Context: an optimization exercise on an open-source flow, tuned for small area, a short achievable clock period and few clock cycles. The choices shown serve that exercise and are no tape-out recipe.
In this exercise RTL edits were held to simulation tests only and were not proved equivalent to the original.

## design.v

```verilog
module srsynth_fmul (
    input  wire [7:0]  v,
    output reg  [31:0] y
);
    reg [6:0] r, rot;
    reg [2:0] p;
    integer k;
    always @* begin
        if (v < 8'd127)      r = v[6:0];
        else if (v < 8'd254) r = v[6:0] - 7'd127;    
        else                 r = {6'd0, v[0]};
        p = 3'd0;
        for (k = 0; k < 7; k = k + 1)
            if (r[k]) p = k[2:0];
        case (p)
            3'd6: rot = r;
            3'd5: rot = {r[5:0], r[6]};
            3'd4: rot = {r[4:0], r[6:5]};
            3'd3: rot = {r[3:0], r[6:4]};
            3'd2: rot = {r[2:0], r[6:3]};
            3'd1: rot = {r[1:0], r[6:2]};
            default: rot = {r[0], r[6:1]};
        endcase
        if (v < 8'd127)
            y = {1'b0, 8'd119 + {5'd0, p}, rot[5:0], rot, rot, rot[6:4]} + {31'd0, rot[3]};
        else if (v < 8'd254)
            y = {1'b0, 8'd126, r, r, r, r[6:5]} + {31'd0, r[4]};
        else if (v[0])
            y = 32'h3F808102;
        else
            y = 32'h3F800000;
    end
endmodule
module srsynth_fdiv (
    input  wire        clk,
    input  wire        rst,
    input  wire        start,
    input  wire        op_div,    
    input  wire [31:0] a,
    input  wire        a_ez,
    input  wire        a_em,
    input  wire        a_fz,
    input  wire [31:0] b,
    output wire        ready,
    output reg         yv,
    output reg  [31:0] y
);
    localparam integer NQ = 26;    
    localparam [1:0] S_IDLE = 2'd0, S_NORM = 2'd1, S_ITER = 2'd2, S_RND = 2'd3;
    localparam [1:0] P_NONE = 2'd0, P_NAN = 2'd1, P_INF = 2'd2, P_ZERO = 2'd3;
    reg [1:0]         st;
    reg               dv;
    reg [23:0]        ma;        
    reg [25:0]        d3;        
    wire              mlead = ma[23] ^ dv;    
    reg [25:0]        rr;        
    reg [NQ-1:0]      qq;
    reg signed [9:0]  ex;
    reg               sg;
    reg               stk;
    reg               fixed;
    reg [1:0]         spc;
    reg [2:0]         cnt;
    assign ready = (st == S_IDLE) || yv;
    wire [7:0]  ea = a[30:23], eb = b[30:23];
    wire [22:0] fa = a[22:0],  fb = b[22:0];
    wire b_ez = (eb == 8'h00);
    wire b_em = (eb == 8'hFF);
    wire b_fz = (fb == 23'd0);
    wire a_nan = a_em & ~a_fz, b_nan = b_em & ~b_fz;
    wire a_inf = a_em &  a_fz, b_inf = b_em &  b_fz;
    wire a_zero = a_ez & a_fz, b_zero = b_ez & b_fz;
    wire signed [9:0] xa = {2'b00, ea[7:1], ea[0] | a_ez};
    wire signed [9:0] xb = {2'b00, eb[7:1], eb[0] | b_ez};
    wire signed [9:0] kb = op_div ? 10'sd127 - xb : xb - 10'sd127;
    wire [23:0] mb = {~b_ez, fb};
    reg [1:0] spc_in;
    always @* begin
        if (op_div) begin
            if (a_nan | b_nan | (a_inf & b_inf) | (a_zero & b_zero)) spc_in = P_NAN;
            else if (a_inf | b_zero)                                  spc_in = P_INF;
            else if (a_zero | b_inf)                                  spc_in = P_ZERO;
            else                                                      spc_in = P_NONE;
        end else begin
            if (a_nan | b_nan | (a_inf & b_zero) | (b_inf & a_zero))  spc_in = P_NAN;
            else if (a_inf | b_inf)                                   spc_in = P_INF;
            else if (a_zero | b_zero)                                 spc_in = P_ZERO;
            else                                                      spc_in = P_NONE;
        end
    end
    reg [25:0]   r_t, r_1;
    reg [NQ-1:0] q_t, q_1;
    reg [26:0]   sx, t1, t2, t3, v;
    reg          g1, g2, g3;
    reg          e0, e1, e2, e3;
    reg [1:0]    qd;
    integer i, k;
    always @* begin
        r_t = rr;
        q_t = qq;
        for (i = 0; i < 2; i = i + 1) begin
            sx = {1'b0, r_t};
            t1 = sx + {{3{dv}}, ma} + {26'd0, dv};
            t2 = sx + {{2{dv}}, ma, dv} + {26'd0, dv};
            t3 = sx + {dv, d3} + {26'd0, dv};
            g1 = ~t1[26];
            g2 = ~t2[26];
            g3 = ~t3[26];
            qd = {g2, g3 | (g1 & ~g2)};
            if (dv) begin
                e0 = ~g1;
                e1 = g1 & ~g2;
                e2 = g2 & ~g3;
                e3 = g3;
            end else begin
                e0 = ~qq[24-2*i] & ~qq[25-2*i];
                e1 = ~qq[24-2*i] &  qq[25-2*i];
                e2 =  qq[24-2*i] & ~qq[25-2*i];
                e3 =  qq[24-2*i] &  qq[25-2*i];
            end
            v = ({27{e0}} & sx) | ({27{e1}} & t1) | ({27{e2}} & t2) | ({27{e3}} & t3);
            r_t = dv ? {v[23:0], 2'b00} : {2'b00, v[25:2]};
            q_t = {q_t[NQ-3:0], dv ? qd : v[1:0]};
            if (i == 0) begin
                r_1 = r_t;
                q_1 = q_t;
            end
        end
    end
    wire          last = (st == S_ITER) && dv && (cnt == 3'd6);
    wire [25:0]   rs   = last ? r_1 : rr;
    wire [NQ-1:0] qs   = last ? q_1 : qq;
    wire lead = dv ? qs[NQ-1] : rr[23];
    wire ld   = fixed | lead;
    reg [23:0] mant;
    reg        g, s;
    reg signed [9:0] ee;
    reg        ru;
    wire zgone = (qq[NQ-1:1] == 25'd0);
    always @* begin
        if (dv) begin
            if (ld) begin
                mant = qs[25:2];
                g    = qs[1];
                s    = qs[0];
            end else begin
                mant = qs[24:1];
                g    = qs[0];
                s    = 1'b0;
            end
            s = s | (rs != 26'd0) | stk;
        end else begin
            if (lead) begin
                mant = rr[23:0];
                g    = qq[1];
                s    = (|qq[23:2]) | qq[0];
            end else begin
                mant = {rr[22:0], qq[1]};
                g    = qq[0];
                s    = |qq[23:2];
            end
            s = s | stk;
        end
        if (fixed)
            ee = ex;
        else if (dv)
            ee = lead ? ex : ex - 10'sd1;
        else
            ee = lead ? ex + 10'sd1 : ex;
        ru = g & (s | mant[0]);
        yv = 1'b0;
        if (st == S_RND || last)
            yv = (spc != P_NONE) || (ee >= 10'sd1) || (fixed && zgone);
        case (spc)
            P_NAN:   y = 32'h7FC00000;
            P_INF:   y = {sg, 8'hFF, 23'd0};
            P_ZERO:  y = {sg, 31'd0};
            default: begin
                if (ee >= 10'sd255)
                    y = {sg, 8'hFF, 23'd0};
                else
                    y = {sg, mant[23] ? ee[7:0] : 8'd0, mant[22:0]} + {31'd0, ru};
            end
        endcase
    end
    wire iter_run = (st == S_ITER) && !last;
    always @(posedge clk) begin
        if (rst) begin
            st <= S_IDLE;
        end else if (iter_run) begin
            if (!dv && cnt == 3'd5) st <= S_RND;
        end else if (start && ready) begin
            if (spc_in != P_NONE)
                st <= S_RND;
            else if (a_ez | b_ez)
                st <= S_NORM;
            else
                st <= S_ITER;
        end else if (ready) begin
            st <= S_IDLE;
        end else begin
            case (st)
                S_NORM: if (mlead && (dv ? rr[24] : qq[2])) st <= S_ITER;
                S_ITER: st <= S_RND;    
                default: ;
            endcase
        end
    end
    always @(posedge clk) begin
        if (iter_run) begin
            rr  <= r_t;
            qq  <= q_t;
            cnt <= cnt + 3'd1;
            if (dv && cnt == 3'd0) ex <= ex + $signed(qq[NQ-1:NQ-10]);
        end else if (ready) begin
            dv    <= op_div;
            sg    <= a[31] ^ b[31];
            spc   <= spc_in;
            stk   <= 1'b0;
            fixed <= 1'b0;
            cnt   <= 3'd0;
            ma    <= mb ^ {24{op_div}};
            d3    <= ({2'b00, mb} + {1'b0, mb, 1'b0}) ^ {26{op_div}};
            if (op_div) begin
                ex <= kb;
                rr <= {1'b0, ~a_ez, fa, 1'b0};
                qq <= {xa, {(NQ-10){1'b0}}};
            end else begin
                ex <= xa + kb;
                rr <= 26'd0;
                for (k = 0; k < 23; k = k + 1) qq[25-k] <= fa[k];
                qq[2]   <= ~a_ez;
                qq[1:0] <= 2'b00;
            end
        end else begin
            case (st)
                S_NORM: begin
                    if (!mlead) begin
                        ma <= {ma[22:0], dv};
                        d3 <= {d3[24:0], dv};
                    end
                    if (dv) begin
                        if (!rr[24]) rr <= rr << 1;
                        ex <= ex + {9'd0, ~mlead} - {9'd0, ~rr[24]};
                    end else begin
                        if (!qq[2]) qq[25:2] <= {1'b0, qq[25:3]};
                        ex <= ex - {9'd0, ~mlead} - {9'd0, ~qq[2]};
                    end
                end
                S_ITER: begin
                    rr <= r_1;
                    qq <= q_1;
                end
                S_RND: begin
                    if (!fixed) begin
                        fixed <= 1'b1;
                        dv    <= 1'b1;
                        ex    <= ee;
                        qq    <= {mant, g, s};
                        rr    <= 26'd0;
                    end else begin
                        ex  <= ex + 10'sd1;
                        stk <= stk | qq[0];
                        qq  <= qq >> 1;
                    end
                end
                default: ;
            endcase
        end
    end
endmodule
module srsynth_freq_rom (
    input  wire [7:0]  note,
    output wire [31:0] freq,
    output wire [31:0] t2
);
    reg [7:0]  fe, te;
    reg [3:0]  r;
    reg [2:0]  fd;
    reg        tc;
    reg [3:0]  tl;
    reg [22:0] fb;
    reg [18:0] tu, tu1;
    always @* begin
        case (note)
            8'd0: begin fe = 8'd130; te = 8'd132; r = 4'd0; fd = 3'd0; tc = 1'b0; tl = 4'h0; end
            8'd1: begin fe = 8'd130; te = 8'd132; r = 4'd1; fd = 3'd3; tc = 1'b1; tl = 4'h1; end
            8'd2: begin fe = 8'd130; te = 8'd132; r = 4'd2; fd = 3'd0; tc = 1'b0; tl = 4'hD; end
            8'd3: begin fe = 8'd130; te = 8'd132; r = 4'd3; fd = 3'd0; tc = 1'b0; tl = 4'hB; end
            8'd4: begin fe = 8'd130; te = 8'd133; r = 4'd4; fd = 3'd4; tc = 1'b0; tl = 4'h8; end
            8'd5: begin fe = 8'd130; te = 8'd133; r = 4'd5; fd = 3'd0; tc = 1'b0; tl = 4'h0; end
            8'd6: begin fe = 8'd130; te = 8'd133; r = 4'd6; fd = 3'd0; tc = 1'b0; tl = 4'h6; end
            8'd7: begin fe = 8'd130; te = 8'd133; r = 4'd7; fd = 3'd4; tc = 1'b0; tl = 4'hF; end
            8'd8: begin fe = 8'd130; te = 8'd133; r = 4'd8; fd = 3'd0; tc = 1'b0; tl = 4'hA; end
            8'd9: begin fe = 8'd130; te = 8'd133; r = 4'd9; fd = 3'd0; tc = 1'b0; tl = 4'h0; end
            8'd10: begin fe = 8'd130; te = 8'd133; r = 4'd10; fd = 3'd6; tc = 1'b0; tl = 4'h7; end
            8'd11: begin fe = 8'd130; te = 8'd133; r = 4'd11; fd = 3'd0; tc = 1'b0; tl = 4'hF; end
            8'd12: begin fe = 8'd131; te = 8'd133; r = 4'd0; fd = 3'd0; tc = 1'b0; tl = 4'h0; end
            8'd13: begin fe = 8'd131; te = 8'd133; r = 4'd1; fd = 3'd3; tc = 1'b1; tl = 4'h1; end
            8'd14: begin fe = 8'd131; te = 8'd133; r = 4'd2; fd = 3'd0; tc = 1'b0; tl = 4'hD; end
            8'd15: begin fe = 8'd131; te = 8'd133; r = 4'd3; fd = 3'd0; tc = 1'b0; tl = 4'hB; end
            8'd16: begin fe = 8'd131; te = 8'd134; r = 4'd4; fd = 3'd4; tc = 1'b0; tl = 4'h8; end
            8'd17: begin fe = 8'd131; te = 8'd134; r = 4'd5; fd = 3'd0; tc = 1'b0; tl = 4'h0; end
            8'd18: begin fe = 8'd131; te = 8'd134; r = 4'd6; fd = 3'd0; tc = 1'b0; tl = 4'h6; end
            8'd19: begin fe = 8'd131; te = 8'd134; r = 4'd7; fd = 3'd4; tc = 1'b0; tl = 4'hF; end
            8'd20: begin fe = 8'd131; te = 8'd134; r = 4'd8; fd = 3'd0; tc = 1'b0; tl = 4'hA; end
            8'd21: begin fe = 8'd131; te = 8'd134; r = 4'd9; fd = 3'd0; tc = 1'b0; tl = 4'h0; end
            8'd22: begin fe = 8'd131; te = 8'd134; r = 4'd10; fd = 3'd2; tc = 1'b0; tl = 4'h4; end
            8'd23: begin fe = 8'd131; te = 8'd134; r = 4'd11; fd = 3'd4; tc = 1'b1; tl = 4'h3; end
            8'd24: begin fe = 8'd132; te = 8'd134; r = 4'd0; fd = 3'd0; tc = 1'b0; tl = 4'h0; end
            8'd25: begin fe = 8'd132; te = 8'd134; r = 4'd1; fd = 3'd2; tc = 1'b1; tl = 4'h0; end
            8'd26: begin fe = 8'd132; te = 8'd134; r = 4'd2; fd = 3'd2; tc = 1'b1; tl = 4'h0; end
            8'd27: begin fe = 8'd132; te = 8'd134; r = 4'd3; fd = 3'd0; tc = 1'b0; tl = 4'hB; end
            8'd28: begin fe = 8'd132; te = 8'd135; r = 4'd4; fd = 3'd2; tc = 1'b0; tl = 4'h6; end
            8'd29: begin fe = 8'd132; te = 8'd135; r = 4'd5; fd = 3'd1; tc = 1'b0; tl = 4'h1; end
            8'd30: begin fe = 8'd132; te = 8'd135; r = 4'd6; fd = 3'd0; tc = 1'b0; tl = 4'h6; end
            8'd31: begin fe = 8'd132; te = 8'd135; r = 4'd7; fd = 3'd1; tc = 1'b0; tl = 4'hD; end
            8'd32: begin fe = 8'd132; te = 8'd135; r = 4'd8; fd = 3'd3; tc = 1'b0; tl = 4'hC; end
            8'd33: begin fe = 8'd132; te = 8'd135; r = 4'd9; fd = 3'd0; tc = 1'b0; tl = 4'h0; end
            8'd34: begin fe = 8'd132; te = 8'd135; r = 4'd10; fd = 3'd2; tc = 1'b0; tl = 4'h4; end
            8'd35: begin fe = 8'd132; te = 8'd135; r = 4'd11; fd = 3'd4; tc = 1'b1; tl = 4'h3; end
            8'd36: begin fe = 8'd133; te = 8'd135; r = 4'd0; fd = 3'd0; tc = 1'b0; tl = 4'h0; end
            8'd37: begin fe = 8'd133; te = 8'd135; r = 4'd1; fd = 3'd2; tc = 1'b1; tl = 4'h0; end
            8'd38: begin fe = 8'd133; te = 8'd135; r = 4'd2; fd = 3'd2; tc = 1'b1; tl = 4'h0; end
            8'd39: begin fe = 8'd133; te = 8'd135; r = 4'd3; fd = 3'd0; tc = 1'b0; tl = 4'hB; end
            8'd40: begin fe = 8'd133; te = 8'd136; r = 4'd4; fd = 3'd2; tc = 1'b0; tl = 4'h6; end
            8'd41: begin fe = 8'd133; te = 8'd136; r = 4'd5; fd = 3'd1; tc = 1'b0; tl = 4'h1; end
            8'd42: begin fe = 8'd133; te = 8'd136; r = 4'd6; fd = 3'd0; tc = 1'b0; tl = 4'h6; end
            8'd43: begin fe = 8'd133; te = 8'd136; r = 4'd7; fd = 3'd1; tc = 1'b0; tl = 4'hD; end
            8'd44: begin fe = 8'd133; te = 8'd136; r = 4'd8; fd = 3'd3; tc = 1'b0; tl = 4'hC; end
            8'd45: begin fe = 8'd133; te = 8'd136; r = 4'd9; fd = 3'd0; tc = 1'b0; tl = 4'h0; end
            8'd46: begin fe = 8'd133; te = 8'd136; r = 4'd10; fd = 3'd4; tc = 1'b0; tl = 4'h6; end
            8'd47: begin fe = 8'd133; te = 8'd136; r = 4'd11; fd = 3'd2; tc = 1'b1; tl = 4'h1; end
            8'd48: begin fe = 8'd134; te = 8'd136; r = 4'd0; fd = 3'd0; tc = 1'b0; tl = 4'h0; end
            8'd49: begin fe = 8'd134; te = 8'd136; r = 4'd1; fd = 3'd3; tc = 1'b1; tl = 4'h1; end
            8'd50: begin fe = 8'd134; te = 8'd136; r = 4'd2; fd = 3'd1; tc = 1'b0; tl = 4'hE; end
            8'd51: begin fe = 8'd134; te = 8'd136; r = 4'd3; fd = 3'd0; tc = 1'b0; tl = 4'hB; end
            8'd52: begin fe = 8'd134; te = 8'd137; r = 4'd4; fd = 3'd3; tc = 1'b0; tl = 4'h7; end
            8'd53: begin fe = 8'd134; te = 8'd137; r = 4'd5; fd = 3'd1; tc = 1'b0; tl = 4'h1; end
            8'd54: begin fe = 8'd134; te = 8'd137; r = 4'd6; fd = 3'd0; tc = 1'b0; tl = 4'h6; end
            8'd55: begin fe = 8'd134; te = 8'd137; r = 4'd7; fd = 3'd3; tc = 1'b0; tl = 4'hF; end
            8'd56: begin fe = 8'd134; te = 8'd137; r = 4'd8; fd = 3'd2; tc = 1'b0; tl = 4'hB; end
            8'd57: begin fe = 8'd134; te = 8'd137; r = 4'd9; fd = 3'd0; tc = 1'b0; tl = 4'h0; end
            8'd58: begin fe = 8'd134; te = 8'd137; r = 4'd10; fd = 3'd2; tc = 1'b0; tl = 4'h4; end
            8'd59: begin fe = 8'd134; te = 8'd137; r = 4'd11; fd = 3'd2; tc = 1'b1; tl = 4'h1; end
            8'd60: begin fe = 8'd135; te = 8'd137; r = 4'd0; fd = 3'd0; tc = 1'b0; tl = 4'h0; end
            8'd61: begin fe = 8'd135; te = 8'd137; r = 4'd1; fd = 3'd3; tc = 1'b1; tl = 4'h1; end
            8'd62: begin fe = 8'd135; te = 8'd137; r = 4'd2; fd = 3'd1; tc = 1'b0; tl = 4'hE; end
            8'd63: begin fe = 8'd135; te = 8'd137; r = 4'd3; fd = 3'd0; tc = 1'b0; tl = 4'hB; end
            8'd64: begin fe = 8'd135; te = 8'd138; r = 4'd4; fd = 3'd3; tc = 1'b0; tl = 4'h7; end
            8'd65: begin fe = 8'd135; te = 8'd138; r = 4'd5; fd = 3'd1; tc = 1'b0; tl = 4'h1; end
            8'd66: begin fe = 8'd135; te = 8'd138; r = 4'd6; fd = 3'd0; tc = 1'b0; tl = 4'h6; end
            8'd67: begin fe = 8'd135; te = 8'd138; r = 4'd7; fd = 3'd2; tc = 1'b0; tl = 4'hE; end
            8'd68: begin fe = 8'd135; te = 8'd138; r = 4'd8; fd = 3'd2; tc = 1'b0; tl = 4'hB; end
            8'd69: begin fe = 8'd135; te = 8'd138; r = 4'd9; fd = 3'd0; tc = 1'b0; tl = 4'h0; end
            8'd70: begin fe = 8'd135; te = 8'd138; r = 4'd10; fd = 3'd4; tc = 1'b0; tl = 4'h6; end
            8'd71: begin fe = 8'd135; te = 8'd138; r = 4'd11; fd = 3'd2; tc = 1'b1; tl = 4'h1; end
            8'd72: begin fe = 8'd136; te = 8'd138; r = 4'd0; fd = 3'd0; tc = 1'b0; tl = 4'h0; end
            8'd73: begin fe = 8'd136; te = 8'd138; r = 4'd1; fd = 3'd3; tc = 1'b1; tl = 4'h1; end
            8'd74: begin fe = 8'd136; te = 8'd138; r = 4'd2; fd = 3'd1; tc = 1'b0; tl = 4'hE; end
            8'd75: begin fe = 8'd136; te = 8'd138; r = 4'd3; fd = 3'd0; tc = 1'b0; tl = 4'hB; end
            8'd76: begin fe = 8'd136; te = 8'd139; r = 4'd4; fd = 3'd3; tc = 1'b0; tl = 4'h7; end
            8'd77: begin fe = 8'd136; te = 8'd139; r = 4'd5; fd = 3'd1; tc = 1'b0; tl = 4'h1; end
            8'd78: begin fe = 8'd136; te = 8'd139; r = 4'd6; fd = 3'd0; tc = 1'b0; tl = 4'h6; end
            8'd79: begin fe = 8'd136; te = 8'd139; r = 4'd7; fd = 3'd2; tc = 1'b0; tl = 4'hE; end
            8'd80: begin fe = 8'd136; te = 8'd139; r = 4'd8; fd = 3'd2; tc = 1'b0; tl = 4'hB; end
            8'd81: begin fe = 8'd136; te = 8'd139; r = 4'd9; fd = 3'd0; tc = 1'b0; tl = 4'h0; end
            8'd82: begin fe = 8'd136; te = 8'd139; r = 4'd10; fd = 3'd4; tc = 1'b0; tl = 4'h6; end
            8'd83: begin fe = 8'd136; te = 8'd139; r = 4'd11; fd = 3'd2; tc = 1'b1; tl = 4'h1; end
            8'd84: begin fe = 8'd137; te = 8'd139; r = 4'd0; fd = 3'd0; tc = 1'b0; tl = 4'h0; end
            8'd85: begin fe = 8'd137; te = 8'd139; r = 4'd1; fd = 3'd3; tc = 1'b1; tl = 4'h1; end
            8'd86: begin fe = 8'd137; te = 8'd139; r = 4'd2; fd = 3'd1; tc = 1'b0; tl = 4'hE; end
            8'd87: begin fe = 8'd137; te = 8'd139; r = 4'd3; fd = 3'd0; tc = 1'b0; tl = 4'hB; end
            8'd88: begin fe = 8'd137; te = 8'd140; r = 4'd4; fd = 3'd3; tc = 1'b0; tl = 4'h7; end
            8'd89: begin fe = 8'd137; te = 8'd140; r = 4'd5; fd = 3'd1; tc = 1'b0; tl = 4'h1; end
            8'd90: begin fe = 8'd137; te = 8'd140; r = 4'd6; fd = 3'd0; tc = 1'b0; tl = 4'h6; end
            8'd91: begin fe = 8'd137; te = 8'd140; r = 4'd7; fd = 3'd3; tc = 1'b0; tl = 4'hF; end
            8'd92: begin fe = 8'd137; te = 8'd140; r = 4'd8; fd = 3'd2; tc = 1'b0; tl = 4'hB; end
            8'd93: begin fe = 8'd137; te = 8'd140; r = 4'd9; fd = 3'd0; tc = 1'b0; tl = 4'h0; end
            8'd94: begin fe = 8'd137; te = 8'd140; r = 4'd10; fd = 3'd2; tc = 1'b0; tl = 4'h4; end
            8'd95: begin fe = 8'd137; te = 8'd140; r = 4'd11; fd = 3'd4; tc = 1'b1; tl = 4'h3; end
            8'd96: begin fe = 8'd138; te = 8'd140; r = 4'd0; fd = 3'd0; tc = 1'b0; tl = 4'h0; end
            8'd97: begin fe = 8'd138; te = 8'd140; r = 4'd1; fd = 3'd2; tc = 1'b1; tl = 4'h0; end
            8'd98: begin fe = 8'd138; te = 8'd140; r = 4'd2; fd = 3'd2; tc = 1'b1; tl = 4'h0; end
            8'd99: begin fe = 8'd138; te = 8'd140; r = 4'd3; fd = 3'd0; tc = 1'b0; tl = 4'hB; end
            8'd100: begin fe = 8'd138; te = 8'd141; r = 4'd4; fd = 3'd2; tc = 1'b0; tl = 4'h6; end
            8'd101: begin fe = 8'd138; te = 8'd141; r = 4'd5; fd = 3'd1; tc = 1'b0; tl = 4'h1; end
            8'd102: begin fe = 8'd138; te = 8'd141; r = 4'd6; fd = 3'd0; tc = 1'b0; tl = 4'h6; end
            8'd103: begin fe = 8'd138; te = 8'd141; r = 4'd7; fd = 3'd1; tc = 1'b0; tl = 4'hD; end
            8'd104: begin fe = 8'd138; te = 8'd141; r = 4'd8; fd = 3'd3; tc = 1'b0; tl = 4'hC; end
            8'd105: begin fe = 8'd138; te = 8'd141; r = 4'd9; fd = 3'd0; tc = 1'b0; tl = 4'h0; end
            8'd106: begin fe = 8'd138; te = 8'd141; r = 4'd10; fd = 3'd2; tc = 1'b0; tl = 4'h4; end
            8'd107: begin fe = 8'd138; te = 8'd141; r = 4'd11; fd = 3'd4; tc = 1'b1; tl = 4'h3; end
            8'd108: begin fe = 8'd139; te = 8'd141; r = 4'd0; fd = 3'd0; tc = 1'b0; tl = 4'h0; end
            8'd109: begin fe = 8'd139; te = 8'd141; r = 4'd1; fd = 3'd2; tc = 1'b1; tl = 4'h0; end
            8'd110: begin fe = 8'd139; te = 8'd141; r = 4'd2; fd = 3'd2; tc = 1'b1; tl = 4'h0; end
            8'd111: begin fe = 8'd139; te = 8'd141; r = 4'd3; fd = 3'd0; tc = 1'b0; tl = 4'hB; end
            8'd112: begin fe = 8'd139; te = 8'd142; r = 4'd4; fd = 3'd2; tc = 1'b0; tl = 4'h6; end
            8'd113: begin fe = 8'd139; te = 8'd142; r = 4'd5; fd = 3'd1; tc = 1'b0; tl = 4'h1; end
            8'd114: begin fe = 8'd139; te = 8'd142; r = 4'd6; fd = 3'd0; tc = 1'b0; tl = 4'h6; end
            8'd115: begin fe = 8'd139; te = 8'd142; r = 4'd7; fd = 3'd1; tc = 1'b0; tl = 4'hD; end
            8'd116: begin fe = 8'd139; te = 8'd142; r = 4'd8; fd = 3'd3; tc = 1'b0; tl = 4'hC; end
            8'd117: begin fe = 8'd139; te = 8'd142; r = 4'd9; fd = 3'd0; tc = 1'b0; tl = 4'h0; end
            8'd118: begin fe = 8'd139; te = 8'd142; r = 4'd10; fd = 3'd6; tc = 1'b0; tl = 4'h7; end
            8'd119: begin fe = 8'd139; te = 8'd142; r = 4'd11; fd = 3'd0; tc = 1'b0; tl = 4'hF; end
            8'd120: begin fe = 8'd140; te = 8'd142; r = 4'd0; fd = 3'd0; tc = 1'b0; tl = 4'h0; end
            8'd121: begin fe = 8'd140; te = 8'd142; r = 4'd1; fd = 3'd3; tc = 1'b1; tl = 4'h1; end
            8'd122: begin fe = 8'd140; te = 8'd142; r = 4'd2; fd = 3'd0; tc = 1'b0; tl = 4'hD; end
            8'd123: begin fe = 8'd140; te = 8'd142; r = 4'd3; fd = 3'd0; tc = 1'b0; tl = 4'hB; end
            8'd124: begin fe = 8'd140; te = 8'd143; r = 4'd4; fd = 3'd4; tc = 1'b0; tl = 4'h8; end
            8'd125: begin fe = 8'd140; te = 8'd143; r = 4'd5; fd = 3'd0; tc = 1'b0; tl = 4'h0; end
            8'd126: begin fe = 8'd140; te = 8'd143; r = 4'd6; fd = 3'd0; tc = 1'b0; tl = 4'h6; end
            8'd127: begin fe = 8'd140; te = 8'd143; r = 4'd7; fd = 3'd4; tc = 1'b0; tl = 4'hF; end
            8'd128: begin fe = 8'd140; te = 8'd143; r = 4'd8; fd = 3'd0; tc = 1'b0; tl = 4'hA; end
            8'd129: begin fe = 8'd140; te = 8'd143; r = 4'd9; fd = 3'd0; tc = 1'b0; tl = 4'h0; end
            8'd130: begin fe = 8'd140; te = 8'd143; r = 4'd10; fd = 3'd6; tc = 1'b0; tl = 4'h7; end
            8'd131: begin fe = 8'd140; te = 8'd143; r = 4'd11; fd = 3'd0; tc = 1'b0; tl = 4'hF; end
            8'd132: begin fe = 8'd141; te = 8'd143; r = 4'd0; fd = 3'd0; tc = 1'b0; tl = 4'h0; end
            8'd133: begin fe = 8'd141; te = 8'd143; r = 4'd1; fd = 3'd3; tc = 1'b1; tl = 4'h1; end
            8'd134: begin fe = 8'd141; te = 8'd143; r = 4'd2; fd = 3'd0; tc = 1'b0; tl = 4'hD; end
            8'd135: begin fe = 8'd141; te = 8'd143; r = 4'd3; fd = 3'd0; tc = 1'b0; tl = 4'hB; end
            8'd136: begin fe = 8'd141; te = 8'd144; r = 4'd4; fd = 3'd4; tc = 1'b0; tl = 4'h8; end
            8'd137: begin fe = 8'd141; te = 8'd144; r = 4'd5; fd = 3'd0; tc = 1'b0; tl = 4'h0; end
            8'd138: begin fe = 8'd141; te = 8'd144; r = 4'd6; fd = 3'd0; tc = 1'b0; tl = 4'h6; end
            8'd139: begin fe = 8'd141; te = 8'd144; r = 4'd7; fd = 3'd4; tc = 1'b0; tl = 4'hF; end
            8'd140: begin fe = 8'd141; te = 8'd144; r = 4'd8; fd = 3'd0; tc = 1'b0; tl = 4'hA; end
            8'd141: begin fe = 8'd141; te = 8'd144; r = 4'd9; fd = 3'd0; tc = 1'b0; tl = 4'h0; end
            8'd142: begin fe = 8'd141; te = 8'd144; r = 4'd10; fd = 3'd6; tc = 1'b0; tl = 4'h7; end
            8'd143: begin fe = 8'd141; te = 8'd144; r = 4'd11; fd = 3'd0; tc = 1'b0; tl = 4'hF; end
            8'd144: begin fe = 8'd142; te = 8'd144; r = 4'd0; fd = 3'd0; tc = 1'b0; tl = 4'h0; end
            8'd145: begin fe = 8'd142; te = 8'd144; r = 4'd1; fd = 3'd3; tc = 1'b1; tl = 4'h1; end
            8'd146: begin fe = 8'd142; te = 8'd144; r = 4'd2; fd = 3'd0; tc = 1'b0; tl = 4'hD; end
            8'd147: begin fe = 8'd142; te = 8'd144; r = 4'd3; fd = 3'd0; tc = 1'b0; tl = 4'hB; end
            8'd148: begin fe = 8'd142; te = 8'd145; r = 4'd4; fd = 3'd4; tc = 1'b0; tl = 4'h8; end
            8'd149: begin fe = 8'd142; te = 8'd145; r = 4'd5; fd = 3'd0; tc = 1'b0; tl = 4'h0; end
            8'd150: begin fe = 8'd142; te = 8'd145; r = 4'd6; fd = 3'd0; tc = 1'b0; tl = 4'h6; end
            8'd151: begin fe = 8'd142; te = 8'd145; r = 4'd7; fd = 3'd4; tc = 1'b0; tl = 4'hF; end
            8'd152: begin fe = 8'd142; te = 8'd145; r = 4'd8; fd = 3'd0; tc = 1'b0; tl = 4'hA; end
            8'd153: begin fe = 8'd142; te = 8'd145; r = 4'd9; fd = 3'd0; tc = 1'b0; tl = 4'h0; end
            8'd154: begin fe = 8'd142; te = 8'd145; r = 4'd10; fd = 3'd6; tc = 1'b0; tl = 4'h7; end
            8'd155: begin fe = 8'd142; te = 8'd145; r = 4'd11; fd = 3'd0; tc = 1'b0; tl = 4'hF; end
            8'd156: begin fe = 8'd143; te = 8'd145; r = 4'd0; fd = 3'd0; tc = 1'b0; tl = 4'h0; end
            8'd157: begin fe = 8'd143; te = 8'd145; r = 4'd1; fd = 3'd3; tc = 1'b1; tl = 4'h1; end
            8'd158: begin fe = 8'd143; te = 8'd145; r = 4'd2; fd = 3'd0; tc = 1'b0; tl = 4'hD; end
            8'd159: begin fe = 8'd143; te = 8'd145; r = 4'd3; fd = 3'd0; tc = 1'b0; tl = 4'hB; end
            8'd160: begin fe = 8'd143; te = 8'd146; r = 4'd4; fd = 3'd4; tc = 1'b0; tl = 4'h8; end
            8'd161: begin fe = 8'd143; te = 8'd146; r = 4'd5; fd = 3'd0; tc = 1'b0; tl = 4'h0; end
            8'd162: begin fe = 8'd143; te = 8'd146; r = 4'd6; fd = 3'd0; tc = 1'b0; tl = 4'h6; end
            8'd163: begin fe = 8'd143; te = 8'd146; r = 4'd7; fd = 3'd4; tc = 1'b0; tl = 4'hF; end
            8'd164: begin fe = 8'd143; te = 8'd146; r = 4'd8; fd = 3'd0; tc = 1'b0; tl = 4'hA; end
            8'd165: begin fe = 8'd143; te = 8'd146; r = 4'd9; fd = 3'd0; tc = 1'b0; tl = 4'h0; end
            8'd166: begin fe = 8'd143; te = 8'd146; r = 4'd10; fd = 3'd0; tc = 1'b0; tl = 4'h2; end
            8'd167: begin fe = 8'd143; te = 8'd146; r = 4'd11; fd = 3'd5; tc = 1'b1; tl = 4'h3; end
            8'd168: begin fe = 8'd144; te = 8'd146; r = 4'd0; fd = 3'd0; tc = 1'b0; tl = 4'h0; end
            8'd169: begin fe = 8'd144; te = 8'd146; r = 4'd1; fd = 3'd0; tc = 1'b0; tl = 4'hC; end
            8'd170: begin fe = 8'd144; te = 8'd146; r = 4'd2; fd = 3'd3; tc = 1'b1; tl = 4'h1; end
            8'd171: begin fe = 8'd144; te = 8'd146; r = 4'd3; fd = 3'd0; tc = 1'b0; tl = 4'hB; end
            8'd172: begin fe = 8'd144; te = 8'd147; r = 4'd4; fd = 3'd0; tc = 1'b0; tl = 4'h5; end
            8'd173: begin fe = 8'd144; te = 8'd147; r = 4'd5; fd = 3'd3; tc = 1'b0; tl = 4'h2; end
            8'd174: begin fe = 8'd144; te = 8'd147; r = 4'd6; fd = 3'd0; tc = 1'b0; tl = 4'h6; end
            8'd175: begin fe = 8'd144; te = 8'd147; r = 4'd7; fd = 3'd0; tc = 1'b0; tl = 4'hC; end
            8'd176: begin fe = 8'd144; te = 8'd147; r = 4'd8; fd = 3'd6; tc = 1'b0; tl = 4'hF; end
            8'd177: begin fe = 8'd144; te = 8'd147; r = 4'd9; fd = 3'd0; tc = 1'b0; tl = 4'h0; end
            8'd178: begin fe = 8'd144; te = 8'd147; r = 4'd10; fd = 3'd0; tc = 1'b0; tl = 4'h2; end
            8'd179: begin fe = 8'd144; te = 8'd147; r = 4'd11; fd = 3'd5; tc = 1'b1; tl = 4'h3; end
            8'd180: begin fe = 8'd145; te = 8'd147; r = 4'd0; fd = 3'd0; tc = 1'b0; tl = 4'h0; end
            8'd181: begin fe = 8'd145; te = 8'd147; r = 4'd1; fd = 3'd0; tc = 1'b0; tl = 4'hC; end
            8'd182: begin fe = 8'd145; te = 8'd147; r = 4'd2; fd = 3'd3; tc = 1'b1; tl = 4'h1; end
            8'd183: begin fe = 8'd145; te = 8'd147; r = 4'd3; fd = 3'd0; tc = 1'b0; tl = 4'hB; end
            8'd184: begin fe = 8'd145; te = 8'd148; r = 4'd4; fd = 3'd0; tc = 1'b0; tl = 4'h5; end
            8'd185: begin fe = 8'd145; te = 8'd148; r = 4'd5; fd = 3'd3; tc = 1'b0; tl = 4'h2; end
            8'd186: begin fe = 8'd145; te = 8'd148; r = 4'd6; fd = 3'd0; tc = 1'b0; tl = 4'h6; end
            8'd187: begin fe = 8'd145; te = 8'd148; r = 4'd7; fd = 3'd0; tc = 1'b0; tl = 4'hC; end
            8'd188: begin fe = 8'd145; te = 8'd148; r = 4'd8; fd = 3'd6; tc = 1'b0; tl = 4'hF; end
            8'd189: begin fe = 8'd145; te = 8'd148; r = 4'd9; fd = 3'd0; tc = 1'b0; tl = 4'h0; end
            8'd190: begin fe = 8'd145; te = 8'd148; r = 4'd10; fd = 3'd0; tc = 1'b0; tl = 4'h2; end
            8'd191: begin fe = 8'd145; te = 8'd148; r = 4'd11; fd = 3'd5; tc = 1'b1; tl = 4'h3; end
            8'd192: begin fe = 8'd146; te = 8'd148; r = 4'd0; fd = 3'd0; tc = 1'b0; tl = 4'h0; end
            8'd193: begin fe = 8'd146; te = 8'd148; r = 4'd1; fd = 3'd0; tc = 1'b0; tl = 4'hC; end
            8'd194: begin fe = 8'd146; te = 8'd148; r = 4'd2; fd = 3'd3; tc = 1'b1; tl = 4'h1; end
            8'd195: begin fe = 8'd146; te = 8'd148; r = 4'd3; fd = 3'd0; tc = 1'b0; tl = 4'hB; end
            8'd196: begin fe = 8'd146; te = 8'd149; r = 4'd4; fd = 3'd0; tc = 1'b0; tl = 4'h5; end
            8'd197: begin fe = 8'd146; te = 8'd149; r = 4'd5; fd = 3'd3; tc = 1'b0; tl = 4'h2; end
            8'd198: begin fe = 8'd146; te = 8'd149; r = 4'd6; fd = 3'd0; tc = 1'b0; tl = 4'h6; end
            8'd199: begin fe = 8'd146; te = 8'd149; r = 4'd7; fd = 3'd0; tc = 1'b0; tl = 4'hC; end
            8'd200: begin fe = 8'd146; te = 8'd149; r = 4'd8; fd = 3'd6; tc = 1'b0; tl = 4'hF; end
            8'd201: begin fe = 8'd146; te = 8'd149; r = 4'd9; fd = 3'd0; tc = 1'b0; tl = 4'h0; end
            8'd202: begin fe = 8'd146; te = 8'd149; r = 4'd10; fd = 3'd0; tc = 1'b0; tl = 4'h2; end
            8'd203: begin fe = 8'd146; te = 8'd149; r = 4'd11; fd = 3'd5; tc = 1'b1; tl = 4'h3; end
            8'd204: begin fe = 8'd147; te = 8'd149; r = 4'd0; fd = 3'd0; tc = 1'b0; tl = 4'h0; end
            8'd205: begin fe = 8'd147; te = 8'd149; r = 4'd1; fd = 3'd0; tc = 1'b0; tl = 4'hC; end
            8'd206: begin fe = 8'd147; te = 8'd149; r = 4'd2; fd = 3'd3; tc = 1'b1; tl = 4'h1; end
            8'd207: begin fe = 8'd147; te = 8'd149; r = 4'd3; fd = 3'd0; tc = 1'b0; tl = 4'hB; end
            8'd208: begin fe = 8'd147; te = 8'd150; r = 4'd4; fd = 3'd0; tc = 1'b0; tl = 4'h5; end
            8'd209: begin fe = 8'd147; te = 8'd150; r = 4'd5; fd = 3'd3; tc = 1'b0; tl = 4'h2; end
            8'd210: begin fe = 8'd147; te = 8'd150; r = 4'd6; fd = 3'd0; tc = 1'b0; tl = 4'h6; end
            8'd211: begin fe = 8'd147; te = 8'd150; r = 4'd7; fd = 3'd0; tc = 1'b0; tl = 4'hC; end
            8'd212: begin fe = 8'd147; te = 8'd150; r = 4'd8; fd = 3'd6; tc = 1'b0; tl = 4'hF; end
            8'd213: begin fe = 8'd147; te = 8'd150; r = 4'd9; fd = 3'd0; tc = 1'b0; tl = 4'h0; end
            8'd214: begin fe = 8'd147; te = 8'd150; r = 4'd10; fd = 3'd0; tc = 1'b0; tl = 4'h2; end
            8'd215: begin fe = 8'd147; te = 8'd150; r = 4'd11; fd = 3'd5; tc = 1'b1; tl = 4'h3; end
            8'd216: begin fe = 8'd148; te = 8'd150; r = 4'd0; fd = 3'd0; tc = 1'b0; tl = 4'h0; end
            8'd217: begin fe = 8'd148; te = 8'd150; r = 4'd1; fd = 3'd0; tc = 1'b0; tl = 4'hC; end
            8'd218: begin fe = 8'd148; te = 8'd150; r = 4'd2; fd = 3'd3; tc = 1'b1; tl = 4'h1; end
            8'd219: begin fe = 8'd148; te = 8'd150; r = 4'd3; fd = 3'd0; tc = 1'b0; tl = 4'hB; end
            8'd220: begin fe = 8'd148; te = 8'd151; r = 4'd4; fd = 3'd0; tc = 1'b0; tl = 4'h5; end
            8'd221: begin fe = 8'd148; te = 8'd151; r = 4'd5; fd = 3'd3; tc = 1'b0; tl = 4'h2; end
            8'd222: begin fe = 8'd148; te = 8'd151; r = 4'd6; fd = 3'd0; tc = 1'b0; tl = 4'h6; end
            8'd223: begin fe = 8'd148; te = 8'd151; r = 4'd7; fd = 3'd0; tc = 1'b0; tl = 4'hC; end
            8'd224: begin fe = 8'd148; te = 8'd151; r = 4'd8; fd = 3'd6; tc = 1'b0; tl = 4'hF; end
            8'd225: begin fe = 8'd148; te = 8'd151; r = 4'd9; fd = 3'd0; tc = 1'b0; tl = 4'h0; end
            8'd226: begin fe = 8'd148; te = 8'd151; r = 4'd10; fd = 3'd0; tc = 1'b0; tl = 4'h2; end
            8'd227: begin fe = 8'd148; te = 8'd151; r = 4'd11; fd = 3'd5; tc = 1'b1; tl = 4'h3; end
            8'd228: begin fe = 8'd149; te = 8'd151; r = 4'd0; fd = 3'd0; tc = 1'b0; tl = 4'h0; end
            8'd229: begin fe = 8'd149; te = 8'd151; r = 4'd1; fd = 3'd0; tc = 1'b0; tl = 4'hC; end
            8'd230: begin fe = 8'd149; te = 8'd151; r = 4'd2; fd = 3'd3; tc = 1'b1; tl = 4'h1; end
            8'd231: begin fe = 8'd149; te = 8'd151; r = 4'd3; fd = 3'd0; tc = 1'b0; tl = 4'hB; end
            8'd232: begin fe = 8'd149; te = 8'd152; r = 4'd4; fd = 3'd0; tc = 1'b0; tl = 4'h5; end
            8'd233: begin fe = 8'd149; te = 8'd152; r = 4'd5; fd = 3'd3; tc = 1'b0; tl = 4'h2; end
            8'd234: begin fe = 8'd149; te = 8'd152; r = 4'd6; fd = 3'd0; tc = 1'b0; tl = 4'h6; end
            8'd235: begin fe = 8'd149; te = 8'd152; r = 4'd7; fd = 3'd0; tc = 1'b0; tl = 4'hC; end
            8'd236: begin fe = 8'd149; te = 8'd152; r = 4'd8; fd = 3'd6; tc = 1'b0; tl = 4'hF; end
            8'd237: begin fe = 8'd149; te = 8'd152; r = 4'd9; fd = 3'd0; tc = 1'b0; tl = 4'h0; end
            8'd238: begin fe = 8'd149; te = 8'd152; r = 4'd10; fd = 3'd0; tc = 1'b0; tl = 4'h2; end
            8'd239: begin fe = 8'd149; te = 8'd152; r = 4'd11; fd = 3'd5; tc = 1'b1; tl = 4'h3; end
            8'd240: begin fe = 8'd150; te = 8'd152; r = 4'd0; fd = 3'd0; tc = 1'b0; tl = 4'h0; end
            8'd241: begin fe = 8'd150; te = 8'd152; r = 4'd1; fd = 3'd0; tc = 1'b0; tl = 4'hC; end
            8'd242: begin fe = 8'd150; te = 8'd152; r = 4'd2; fd = 3'd3; tc = 1'b1; tl = 4'h1; end
            8'd243: begin fe = 8'd150; te = 8'd152; r = 4'd3; fd = 3'd0; tc = 1'b0; tl = 4'hB; end
            8'd244: begin fe = 8'd150; te = 8'd153; r = 4'd4; fd = 3'd0; tc = 1'b0; tl = 4'h5; end
            8'd245: begin fe = 8'd150; te = 8'd153; r = 4'd5; fd = 3'd3; tc = 1'b0; tl = 4'h2; end
            8'd246: begin fe = 8'd150; te = 8'd153; r = 4'd6; fd = 3'd0; tc = 1'b0; tl = 4'h6; end
            8'd247: begin fe = 8'd150; te = 8'd153; r = 4'd7; fd = 3'd0; tc = 1'b0; tl = 4'hC; end
            8'd248: begin fe = 8'd150; te = 8'd153; r = 4'd8; fd = 3'd6; tc = 1'b0; tl = 4'hF; end
            8'd249: begin fe = 8'd150; te = 8'd153; r = 4'd9; fd = 3'd0; tc = 1'b0; tl = 4'h0; end
            8'd250: begin fe = 8'd150; te = 8'd153; r = 4'd10; fd = 3'd0; tc = 1'b0; tl = 4'h2; end
            8'd251: begin fe = 8'd150; te = 8'd153; r = 4'd11; fd = 3'd5; tc = 1'b1; tl = 4'h3; end
            8'd252: begin fe = 8'd151; te = 8'd153; r = 4'd0; fd = 3'd0; tc = 1'b0; tl = 4'h0; end
            8'd253: begin fe = 8'd151; te = 8'd153; r = 4'd1; fd = 3'd0; tc = 1'b0; tl = 4'hC; end
            8'd254: begin fe = 8'd151; te = 8'd153; r = 4'd2; fd = 3'd3; tc = 1'b1; tl = 4'h1; end
            8'd255: begin fe = 8'd151; te = 8'd153; r = 4'd3; fd = 3'd0; tc = 1'b0; tl = 4'hB; end
            default: begin fe = 8'd0; te = 8'd0; r = 4'd0; fd = 3'd0; tc = 1'b0; tl = 4'h0; end
        endcase
        case (r)
            4'd0: begin fb = 23'h02D012; tu = 19'h4D7AF; tu1 = 19'h4D7B0; end
            4'd1: begin fb = 23'h0A975E; tu = 19'h59B2D; tu1 = 19'h59B2E; end
            4'd2: begin fb = 23'h12D516; tu = 19'h66A4C; tu1 = 19'h66A4D; end
            4'd3: begin fb = 23'h1B9041; tu = 19'h745BC; tu1 = 19'h745BD; end
            4'd4: begin fb = 23'h24D051; tu = 19'h0171C; tu1 = 19'h0171D; end
            4'd5: begin fb = 23'h2E9D36; tu = 19'h09244; tu1 = 19'h09245; end
            4'd6: begin fb = 23'h38FF49; tu = 19'h114BE; tu1 = 19'h114BF; end
            4'd7: begin fb = 23'h43FF68; tu = 19'h19EFA; tu1 = 19'h19EFB; end
            4'd8: begin fb = 23'h4FA6FE; tu = 19'h2316F; tu1 = 19'h23170; end
            4'd9: begin fb = 23'h5C0000; tu = 19'h2CC9A; tu1 = 19'h2CC9B; end
            4'd10: begin fb = 23'h6914F3; tu = 19'h370FE; tu1 = 19'h370FF; end
            4'd11: begin fb = 23'h76F10E; tu = 19'h41F28; tu1 = 19'h41F29; end
            default: begin fb = 23'h000000; tu = 19'h0; tu1 = 19'h0; end
        endcase
    end
    assign freq = {1'b0, fe, fb + {20'd0, fd}};
    assign t2   = {1'b0, te, tc ? tu1 : tu, tl};
endmodule
module srsynth_voice (
    input  wire        clk,
    input  wire        rst,
    input  wire        cmd_valid,
    output wire        cmd_ready,
    input  wire [1:0]  cmd_op,
    input  wire [31:0] cmd_a,
    input  wire [31:0] cmd_b,
    input  wire        cmd_env,
    output reg         done,
    output reg  [31:0] sample_rate,
    output reg  [31:0] attack_s,
    output reg  [31:0] release_s,
    output reg         env_en,
    output reg  [7:0]  active,
    output reg  [31:0] freq,
    output reg  [31:0] peak,
    output reg  [31:0] inc,
    output reg  [31:0] slope
);
    localparam [31:0] F_ZERO    = 32'h00000000;
    localparam [31:0] F_ONE     = 32'h3F800000;
    localparam [31:0] F_M_ONE   = 32'hBF800000;
    localparam [31:0] F_10MS    = 32'h3C23D70A;
    localparam [2:0] S_IDLE = 3'd0,
                     S_INC  = 3'd2,    
                     S_MUL  = 3'd3,    
                     S_XR   = 3'd1,    
                     S_SDIV = 3'd4,    
                     S_OFF  = 3'd5;    
    reg [2:0]  state;
    reg [7:0]  vel_r;
    reg        neg;         
    reg [31:0] slp_o;       
    reg        sk;          
    reg        sv;          
    reg        ov;          
    assign cmd_ready = (state == S_IDLE);
    wire [3:0] nib = cmd_a[23:20];
    wire [7:0] d1  = cmd_a[15:8];
    wire [7:0] d2  = cmd_a[7:0];
    wire is_off = (nib == 4'h8) || (nib == 4'h9 && d2 == 8'd0);
    wire is_on  = (nib == 4'h9) && (d2 != 8'd0);
    wire [31:0] rom_freq, rom_t2, pk;
    srsynth_freq_rom u_rom (.note(d1), .freq(rom_freq), .t2(rom_t2));
    srsynth_fmul u_pk (.v(vel_r), .y(pk));
    reg         u_start, u_div;
    reg  [31:0] u_a, u_b;
    reg         u_aez, u_aem, u_afz;
    wire        u_ready, u_yv;
    wire [31:0] u_y;
    srsynth_fdiv u_fpu (
        .clk(clk), .rst(rst), .start(u_start), .op_div(u_div),
        .a(u_a), .a_ez(u_aez), .a_em(u_aem), .a_fz(u_afz), .b(u_b),
        .ready(u_ready), .yv(u_yv), .y(u_y)
    );
    reg [31:0] xr;
    always @(posedge clk) xr <= u_y;
    wire acc = cmd_valid && cmd_ready;
    wire on_go   = acc && cmd_op == 2'd2 && is_on;
    wire rel_hit = (sv && sk) || (ov && !sk);
    wire atk_hit = (sv && !sk) || (ov && sk);
    wire atk_ez = (attack_s[30:23] == 8'h00),  atk_em = (attack_s[30:23] == 8'hFF);
    wire rel_ez = (release_s[30:23] == 8'h00), rel_em = (release_s[30:23] == 8'hFF);
    wire atk_fz = (attack_s[22:0] == 23'd0),   rel_fz = (release_s[22:0] == 23'd0);
    always @* begin
        u_start = 1'b0;
        u_div   = 1'b1;
        u_a     = rom_t2;
        u_b     = sample_rate;
        u_aez   = 1'b0;    
        u_aem   = 1'b0;
        u_afz   = 1'b0;
        case (state)
            S_IDLE: begin
                u_start = on_go;
            end
            S_OFF: begin
                u_start = 1'b1;
                u_div   = 1'b0;
                u_a     = release_s;
                u_aez   = rel_ez;
                u_aem   = rel_em;
                u_afz   = rel_fz;
            end
            S_INC: begin
                if (u_yv && !atk_hit) begin
                    u_start = 1'b1;
                    u_div   = 1'b0;
                    u_a     = attack_s;
                    u_aez   = atk_ez;
                    u_aem   = atk_em;
                    u_afz   = atk_fz;
                end
            end
            S_XR: begin
                u_start = 1'b1;
                u_a     = neg ? F_M_ONE : F_ONE;
                u_afz   = 1'b1;
                u_b     = xr;
            end
            default: ;
        endcase
    end
    always @(posedge clk) begin
        if (rst) begin
            state       <= S_IDLE;
            done        <= 1'b0;
            sample_rate <= F_ZERO;
            attack_s    <= F_10MS;
            release_s   <= F_10MS;
            env_en      <= 1'b1;
            active      <= 8'd0;
            freq        <= F_ZERO;
            peak        <= F_ZERO;
            inc         <= F_ZERO;
            slope       <= F_ZERO;
            neg         <= 1'b0;
            sk          <= 1'b0;
            sv          <= 1'b0;
            ov          <= 1'b0;
        end else begin
            done <= 1'b0;
            case (state)
                S_IDLE: begin
                    if (cmd_valid) begin
                        case (cmd_op)
                            2'd0: begin
                                sample_rate <= cmd_a;
                                active      <= 8'd0;
                                freq        <= F_ZERO;
                                peak        <= F_ZERO;
                                inc         <= F_ZERO;
                                slope       <= F_ZERO;
                                sv          <= 1'b0;
                                ov          <= 1'b0;
                                done        <= 1'b1;
                            end
                            2'd1: begin
                                env_en    <= cmd_env;
                                attack_s  <= cmd_a;
                                release_s <= cmd_b;
                                sv        <= 1'b0;
                                ov        <= 1'b0;
                                done      <= 1'b1;
                            end
                            2'd2: begin
                                if (is_on) begin
                                    active <= d1;
                                    vel_r  <= d2;
                                    freq   <= rom_freq;
                                    state  <= S_INC;
                                end else if (is_off && d1 == active) begin
                                    active <= 8'd0;
                                    if (rel_hit) begin
                                        if (!(sv && sk)) begin
                                            slope <= slp_o;
                                            slp_o <= slope;
                                            sk    <= 1'b1;
                                            sv    <= 1'b1;
                                            ov    <= sv;
                                        end
                                        done <= 1'b1;
                                    end else begin
                                        neg   <= 1'b1;
                                        state <= S_OFF;
                                    end
                                end else begin
                                    done <= 1'b1;
                                end
                            end
                            default: done <= 1'b1;
                        endcase
                    end
                end
                S_INC: begin
                    if (u_yv) begin
                        inc  <= u_y;
                        peak <= pk;
                        if (atk_hit) begin
                            if (!(sv && !sk)) begin
                                slope <= slp_o;
                                slp_o <= slope;
                                sk    <= 1'b0;
                                sv    <= 1'b1;
                                ov    <= sv;
                            end
                            done  <= 1'b1;
                            state <= S_IDLE;
                        end else begin
                            neg   <= 1'b0;
                            state <= S_MUL;
                        end
                    end
                end
                S_OFF: state <= S_MUL;
                S_MUL: if (u_yv) state <= S_XR;
                S_XR:  state <= S_SDIV;
                S_SDIV: begin
                    if (u_yv) begin
                        slope <= u_y;
                        if (sk != neg) begin
                            slp_o <= slope;
                            ov    <= sv;
                        end
                        sk    <= neg;
                        sv    <= 1'b1;
                        done  <= 1'b1;
                        state <= S_IDLE;
                    end
                end
                default: state <= S_IDLE;
            endcase
        end
    end
endmodule
```

## flow/run.sh

```bash
#!/bin/bash
set -e
export SETUP_SLACK_MARGIN=15
bash standard.sh > standard.log 2>&1
```

## standard.sh

```bash
#!/bin/bash
# synth_recipe.tcl (not shown) runs the flow's synth.tcl, then flattens the netlist and writes it again
# the make line also repeats each setting of config.mk as NAME=value (left out here)
make -C /OpenROAD-flow-scripts/flow DESIGN_CONFIG=/design/flow/config.mk WORK_HOME=/design/flow/orfs CLKGATE_MAP_FILE= SYNTH_SCRIPT=/design/flow/synth_recipe.tcl "${@:-finish}"
```

## config.mk

```make
export PLATFORM = sky130hd
export DESIGN_NAME = srsynth_voice
export DESIGN_NICKNAME = srsynth_voice
export VERILOG_FILES = /design/flow/design.v
export SDC_FILE = /design/flow/constraint.sdc
export NUM_CORES = 4
export LEC_CHECK = 0
export CAP_MARGIN = 40
export CORE_MARGIN = 2
export CORE_UTILIZATION = 35
export SLEW_MARGIN = 20
export SYNTH_MEMORY_MAX_BITS = 8192
```

## constraint.sdc

```tcl
create_clock -name core_clock -period 22.0 [get_ports {clk}]
set_input_delay 4.4000 -clock core_clock [delete_from_list [all_inputs] [get_ports {clk}]]
set_output_delay 4.4000 -clock core_clock [all_outputs]
set_load 0.01 [all_outputs]
```

==> results by group, run 1 <==
GRT
  – GRT Overall Usage: 31.35%
  – Antenna violations before repair: 5
  – Vias in the first global route: 41.34k
  – First-pass GRT wire length: 276100 um
  – Largest net degree at the start of global routing: 90
  – GRT Residual Overflow: 0

Logic synthesis
  – Yosys warns: 4
  – Avg Inst Size Synth: 7.551 um^2
  – Ys flop type: dfxtp_1
  – Async S/R FF share, synth: 0%
  – Cell Area, Synth: 39230 um^2
  – Post-synth EDFFs: 160
  – Seq/Total Area, Yosys: 26.08%
  – Netlist cell types: 116
  – Mapped Cells: 5195
  – Flops & latches, synth: 431
  – Top cell type's share of synthesized area: 13.83%
  – Ranking of synthesized cells by area: dfxtp_1 14%, edfxtp_1 12%, ha_1 8.8%
  – Synth area leader: dfxtp_1

STA
  – Post-route minimum period: 7.317 ns
  – Hold Vio Cnt, Final: 0
  – RSZ-0062 raised after global routing: true
  – Max Clock Skew: 0.06694 ns
  – Slew Viols, Final: 0
  – Final setup fails: 0
  – Final Hold Slack: 0.4249 ns
  – Fmax: 136.7 MHz
  – Final worst path period share: 33.26%
  – Actual slew at the worst max-slew pin: 0.9121 ns
  – Relative max-transition margin: 38.67%
  – Setup TNS: 0 ns

Layout
  – Synthesis-to-layout area growth: 28.83%
  – Most frequent cells in the layout: 659 x nand2_1, 512 x a21oi_1, 443 x nor2_1, 307 x buf_4, 291 x clkdlybuf4s50_1
  – Fraction of layout cells with a size suffix above 1: 15.54%
  – Final nets: 5961
  – Final design utilization: 45.54%
  – Fin cells: 7135
  – Fin area: 50530 um^2
  – Commonest non-fill, non-tap cell in the layout: nand2_1

Placed design
  – Placed Area: 44030 um^2
  – Placed insts: 6784
  – Gp weighted congestion: 1.006
  – Post-DP HPWL: 138500 um
  – I/O Buffers: 300

Clocking
  – Clock sinks: 431
  – # H-tree levels: 2
  – Clk root buf: clkbuf_16
  – # hold bufs at CTS: 0
  – Number of CTS-inserted buffers: 50
  – Clk buf depth: 3
  – Clock-pin slew on the worst setup and hold paths: 0.06 ns
  – CTS tree: built
  – Worst skew pair latency: 0.66 ns

Critical path
  – Element type at the critical path end: flip-flop
  – Type of origin of the critical path: input pin
  – Type of the worst setup path: in -> reg
  – R2r setup slk: 14.88 ns
  – CP arrival: 7.71 ns
  – Worst path required time: 22.40 ns
  – Critical-path maximum fanout: 6

Detailed routing
  – Routed length per instance: 26.94 um
  – Drt initial violations: 5858
  – Vias: 44.81k
  – DRC: 0
  – First-pass DRT Iterations: 7
  – ANT nets after route: 0
  – WL final: 192200 um
  – Vias per std cell: 6.280

Floorplan
  – Initial Util: 35.35%
  – Die X-Extent: 338.8 um
  – Die footprint: 114800 um^2
  – Core Region: 111000 um^2
  – Die height: 338.8 um
  – I/O pins: 305
  – Rows: 122

Flow run
  – Max_cap viols: 0

Hold path
  – Hold crit path type: reg -> reg

Outcome
  – Outcome: timing/DRC/antenna clean
==> Yosys cell counts, types with 92 or more instances <==
library cell,count
a21o_1,94
inv_1,146
a21oi_1,555
o21ai_0,338
xor2_1,92
xnor2_1,210
nand2_1,687
edfxtp_1,160
nand3_1,160
nor2_1,477
clkbuf_1,237
ha_1,275
nor3_1,121
dfxtp_1,271
==> state kept, by name, summed over array words and instances, names as in the netlist, 2 cells and up <==
register,count
slope,32
sample_rate,32
u_fpu.rr,26
slp_o,32
vel_r,8
u_fpu.spc,2
u_fpu.st,2
peak,31
release_s,32
u_fpu.d3,26
freq,29
u_fpu.ex,10
active,8
attack_s,32
state,3
u_fpu.ma,23
u_fpu.qq,26
u_fpu.cnt,3
inc,32
xr,32
==> logic make-up (layout without fill, tap and decap cells) <==
kind of cell	Yosys count	in the layout	share of synthesized area, %
AO/OA/AOI/OAI	1788	1791	29.64
XOR/XNOR	302	302	6.743
adder cells (fa/ha/maj)	287	287	9.384
buffers and inverters	484	927	4.842
flip-flops	431	431	26.08
multiplexers	71	71	1.946
other	1	7	0.009560
AND/OR/NAND/NOR	1831	1831	21.36
==> path summary, 6_finish.rpt <==
check / startpoint / endpoint / depth (start not counted)
worst max-delay path: cmd_a[11] / u_fpu.ex[8] / 24
worst min-delay path: slope[16] / slp_o[16] / 0
worst min register to register: slope[16] / slp_o[16] / 0
worst max register to register: u_fpu.dv / u_fpu.ex[8] / 31
==> final cells by class <==
| type | count | area, um^2 |
|---|---|---|
| Multi-Input combinational cell | 4286 | 29230 |
| Clock inverter | 19 | 234.0 |
| Antenna cell | 3 | 7.507 |
| Timing Repair Buffer | 681 | 6882 |
| Timing Repair inverter | 2 | 17.52 |
| Sequential cell | 431 | 10230 |
| Fill cell | 10955 | 60440 |
| Tap cell | 1488 | 1862 |
| Clock buffer | 73 | 1428 |
| Inverter | 152 | 646.9 |
==> per-layer routing <==
| metal | global-route usage (%) | wire length, um |
|---|---|---|
| met1 | 42.03 | 77940 |
| met2 | 46.94 | 80540 |
| met3 | 6.309 | 20280 |
| met4 | 17.36 | 13440 |
| met5 | 0 | 30 |
==> metrics by stage <==
stage          setup WS [ns]
6_report               14.68
5_1_grt                14.51
4_1_cts                14.83
3_5_place_dp           12.80
3_3_place_gp           12.69
2_1_floorplan          14.21
==> what timing repair did <==
item / CTS / global route
setup buffers: 119 / 108
endpoints found under the setup margin: 122 / 111
cloned: 21 / 5
resized for setup: 267 / 252
pin swaps: 61 / 153
hold endpoints to repair: 0 / 0
==> worst max-delay path: stages <==
cell and delay (ns):
buf_16 0.13, inv_16 0.05, ha_4 0.18, nand2_4 0.08, o21ai_4 0.06, o221a_4 0.30
a21oi_4 0.23, nand2b_1 0.13, o2bb2ai_4 0.14, nand2_2 0.10, ha_4 0.15, inv_2 0.04
fa_2 0.37, nor2b_4 0.14, o21ai_2 0.07, nand2b_1 0.10, a21oi_1 0.07, o21bai_1 0.21
a21o_1 0.16, a21oi_2 0.06, xnor2_1 0.14, nor2_1 0.06, o311ai_1 0.25, o21ai_1 0.10
Testbench counts, summed over its fixed seeds: cycles 21,558.
==> run 2, diff against run 1 <==
--- a/config.mk
+++ b/config.mk
@@ -5,8 +5,9 @@
 export SDC_FILE = /design/flow/constraint.sdc
 export NUM_CORES = 4
 export LEC_CHECK = 0
-export CAP_MARGIN = 40
+export CAP_MARGIN = 10
 export CORE_MARGIN = 2
 export CORE_UTILIZATION = 35
-export SLEW_MARGIN = 20
+export CTS_BUF_LIST = sky130_fd_sc_hd__clkbuf_4 sky130_fd_sc_hd__clkbuf_8
+export SLEW_MARGIN = 10
 export SYNTH_MEMORY_MAX_BITS = 8192
==> results by group, run 2 <==
Outcome
  – Outcome: timing/DRC/antenna clean (unchanged)

Logic synthesis
  – Seq/Total Area, Yosys: 26.08% (unchanged)
  – Yosys warns: 4 (unchanged)
  – Post-synth EDFFs: 160 (unchanged)
  – Async S/R FF share, synth: 0% (unchanged)
  – Synth area leader: dfxtp_1 (unchanged)
  – Avg Inst Size Synth: 7.551 um^2 (unchanged)
  – Top-count cell post-synth: nand2_1 (unchanged)
  – Top cell type's share of synthesized area: 13.83% (unchanged)
  – Netlist cell types: 116 (unchanged)
  – Ranking of synthesized cells by area: dfxtp_1 14%, edfxtp_1 12%, ha_1 8.8% (unchanged)

Critical path
  – Type of the worst setup path: in -> reg (unchanged)
  – Critical-path maximum fanout: 7 (was 6)
  – R2r setup slk: 14.91 ns (was 14.88 ns)
  – Crit. Startpoint: cmd_a[13] (was cmd_a[11])
  – Setup crit end: u_fpu.ex[6] (was u_fpu.ex[8])
  – Element type at the critical path end: flip-flop (unchanged)
  – Reg2reg end: u_fpu.ex[6] (was u_fpu.ex[8])
  – Critical path depth: 27 (was 24)
  – Worst path required time: 22.41 ns (was 22.40 ns)
  – Critical R2R Launch: u_fpu.dv (unchanged)
  – Critical path's top delay family: compound AO/OA/AOI/OAI gates (unchanged)
  – CP arrival: 7.65 ns (was 7.71 ns)

Hold path
  – Hold crit path type: reg -> reg (unchanged)
  – Min-delay src: freq[10] (was slope[16])

Clocking
  – Clock sinks: 431 (unchanged)
  – Worst skew pair latency: 0.74 ns (was 0.66 ns)
  – Clk buf depth: 3 (unchanged)
  – # hold bufs at CTS: 0 (unchanged)

STA
  – Fmax: 138.2 MHz (was 136.7 MHz)
  – Actual slew at the worst max-slew pin: 1.187 ns (was 0.9121 ns)
  – Max Clock Skew: 0.07622 ns (was 0.06694 ns)
  – Relative max-transition margin: 20.20% (was 38.67%)
  – Setup TNS: 0 ns (unchanged)
  – Final worst path period share: 32.89% (was 33.26%)
  – Hold Vio Cnt, Final: 0 (unchanged)
  – RSZ-0062 raised after global routing: true (unchanged)
  – Post-route minimum period: 7.236 ns (was 7.317 ns)

Floorplan
  – Die X-Extent: 338.8 um (unchanged)
  – Core Region: 111000 um^2 (unchanged)
  – Initial Util: 35.35% (unchanged)
  – Die height: 338.8 um (unchanged)
  – Rows: 122 (unchanged)
  – Die footprint: 114800 um^2 (unchanged)
  – I/O pins: 305 (unchanged)

Layout
  – Fin area: 50410 um^2 (was 50530 um^2)
  – Most frequent cells in the layout: 662 x nand2_1, 517 x a21oi_1, 444 x nor2_1, 305 x buf_4, 293 x o21ai_0 (was 659 x nand2_1, 512 x a21oi_1, 443 x nor2_1, 307 x buf_4, 291 x clkdlybuf4s50_1)
  – Fillers: 10.99k (was 10.96k)
  – Synthesis-to-layout area growth: 28.51% (was 28.83%)
  – Commonest non-fill, non-tap cell in the layout: nand2_1 (unchanged)
  – Fraction of layout cells with a size suffix above 1: 15.96% (was 15.54%)

Detailed routing
  – WL final: 193500 um (was 192200 um)
  – Wl on met1: 78310 um (was 77940 um)
  – DR WL met2: 81960 um (was 80540 um)
  – Routed length per instance: 26.97 um (was 26.94 um)
  – Wire length on met3: 20870 um (was 20280 um)
  – ANT nets after route: 0 (unchanged)
  – Vias: 45.37k (was 44.81k)
  – Vias per std cell: 6.322 (was 6.280)
  – Top routing layer used: met5 (unchanged)

GRT
  – First-pass GRT wire length: 278300 um (was 276100 um)
  – GRT Residual Overflow: 0 (unchanged)
  – Antenna violations before repair: 5 (unchanged)
  – Largest net degree at the start of global routing: 90 (unchanged)

Flow run
  – Max_cap viols: 0 (unchanged)

Placed design
  – Gp weighted congestion: 1.006 (unchanged)
  – Placed insts: 6775 (was 6784)
  – Post-DP HPWL: 138700 um (was 138500 um)
-- run 2: cell counts after synthesis --
No cell type changed its count.
-- run 2: final cells by class --
cell class,instances,area [um^2],share of cell area [%]
diodes,6,15.01,0.02978
inverters,152,645.6,1.281
repair buffers,668,6720,13.33
clock inverters,29,305.3,0.6056
multi-input cells,4285,29230,57.99
well taps,1488,1862,3.693
flip-flops and latches,431,10230,20.30
clock buffers,115,1383,2.743
repair inverters,2,17.52,0.03475
-- run 2: worst reg2reg max path: cells and delay by family (launching register included) --
kind / cells / cell delay (ns)
buffers and inverters: 11 / 2.21
AOI/OAI and AO/OA: 12 / 2.73
adders and majority gates: 2 / 0.48
DFF: 1 / 0.42
xor gates and xnor gates: 2 / 0.35
and+or+nand+nor: 5 / 0.65
-- run 2: cell families after synthesis --
family          share of synthesized area (%)
buf+inv                                 4.842
compound gates                          29.64
other cells                          0.009560
flops                                   26.08
fa+ha+maj                               9.384
simple gates                            21.36
mux                                     1.946
xor+xnor                                6.743
-- run 2: layer usage --
metal,up-vias,global-route usage [%]
met1,21690,42.04
li1,20100,-
met3,637,7.094
met4,4,16.14
met5,-,0
met2,2939,47.73
-- run 2: stage by stage --
stage | worst slack (ns) | util (%) | hold WS [ns]
finish | 14.76 | 45.42 | 0.4579
global route | 14.59 | 45.41 | 0.4683
CTS | 14.89 | 43.45 | 0.4573
detailed placement | 12.81 | 39.60 | 0.4389
global placement | 12.69 | 39.60 | 0.4356
floorplan | 14.21 | - | 0.4666
-- run 2: worst min path at each step --
stage,endpoint,slack [ns],cells after the start
after global placement,freq[30],0.44,1
after CTS,slp_o[29],0.46,0
after floorplan,freq[27],0.47,2
after detailed placement,inc[23],0.44,2
final,freq[10],0.46,2
after global routing,slp_o[29],0.47,0
-- run 2: what timing repair did --
action,4_1_cts,5_1_grt
pin swaps,60,131
buffers inserted,106,121
resized for setup,271,232
setup endpoints to repair,121,111
gates cloned,21,3

-- static timing again, ports no longer ideal --
The results above use ideal ports. As a check the final layouts listed here were re-extracted and re-timed, cells and wires unchanged. Step 1 sets driving cells, clkbuf_16 on the clock port and buf_2 on the other inputs (assumed; they add their load-dependent delay and slew). Step 2 moves the port delays by t, midway between the first and last clock arrival at a register: inputs arrive t later, outputs are due t later. That takes back most of the time a late clock gives input paths. Slacks: ideal ports / drivers / drivers and shift; pairs: ideal ports / drivers.
| run | t, ns | setup WS [ns] | latest minus earliest clock arrival (ns) | pins driven straight from the clock port |
|---|---|---|---|---|
| run 1 | 0.698 | 14.683 / 14.614 / 13.916 | 0.068 / 0.068 | 1 |
| run 2 | 0.777 | 14.764 / 14.680 / 13.903 | 0.077 / 0.078 | 1 |
After both steps setup and hold are still met in every run listed. The setup slack of run 2, which loses most, moves by -0.084 ns with the drivers and by -0.861 ns with both steps.
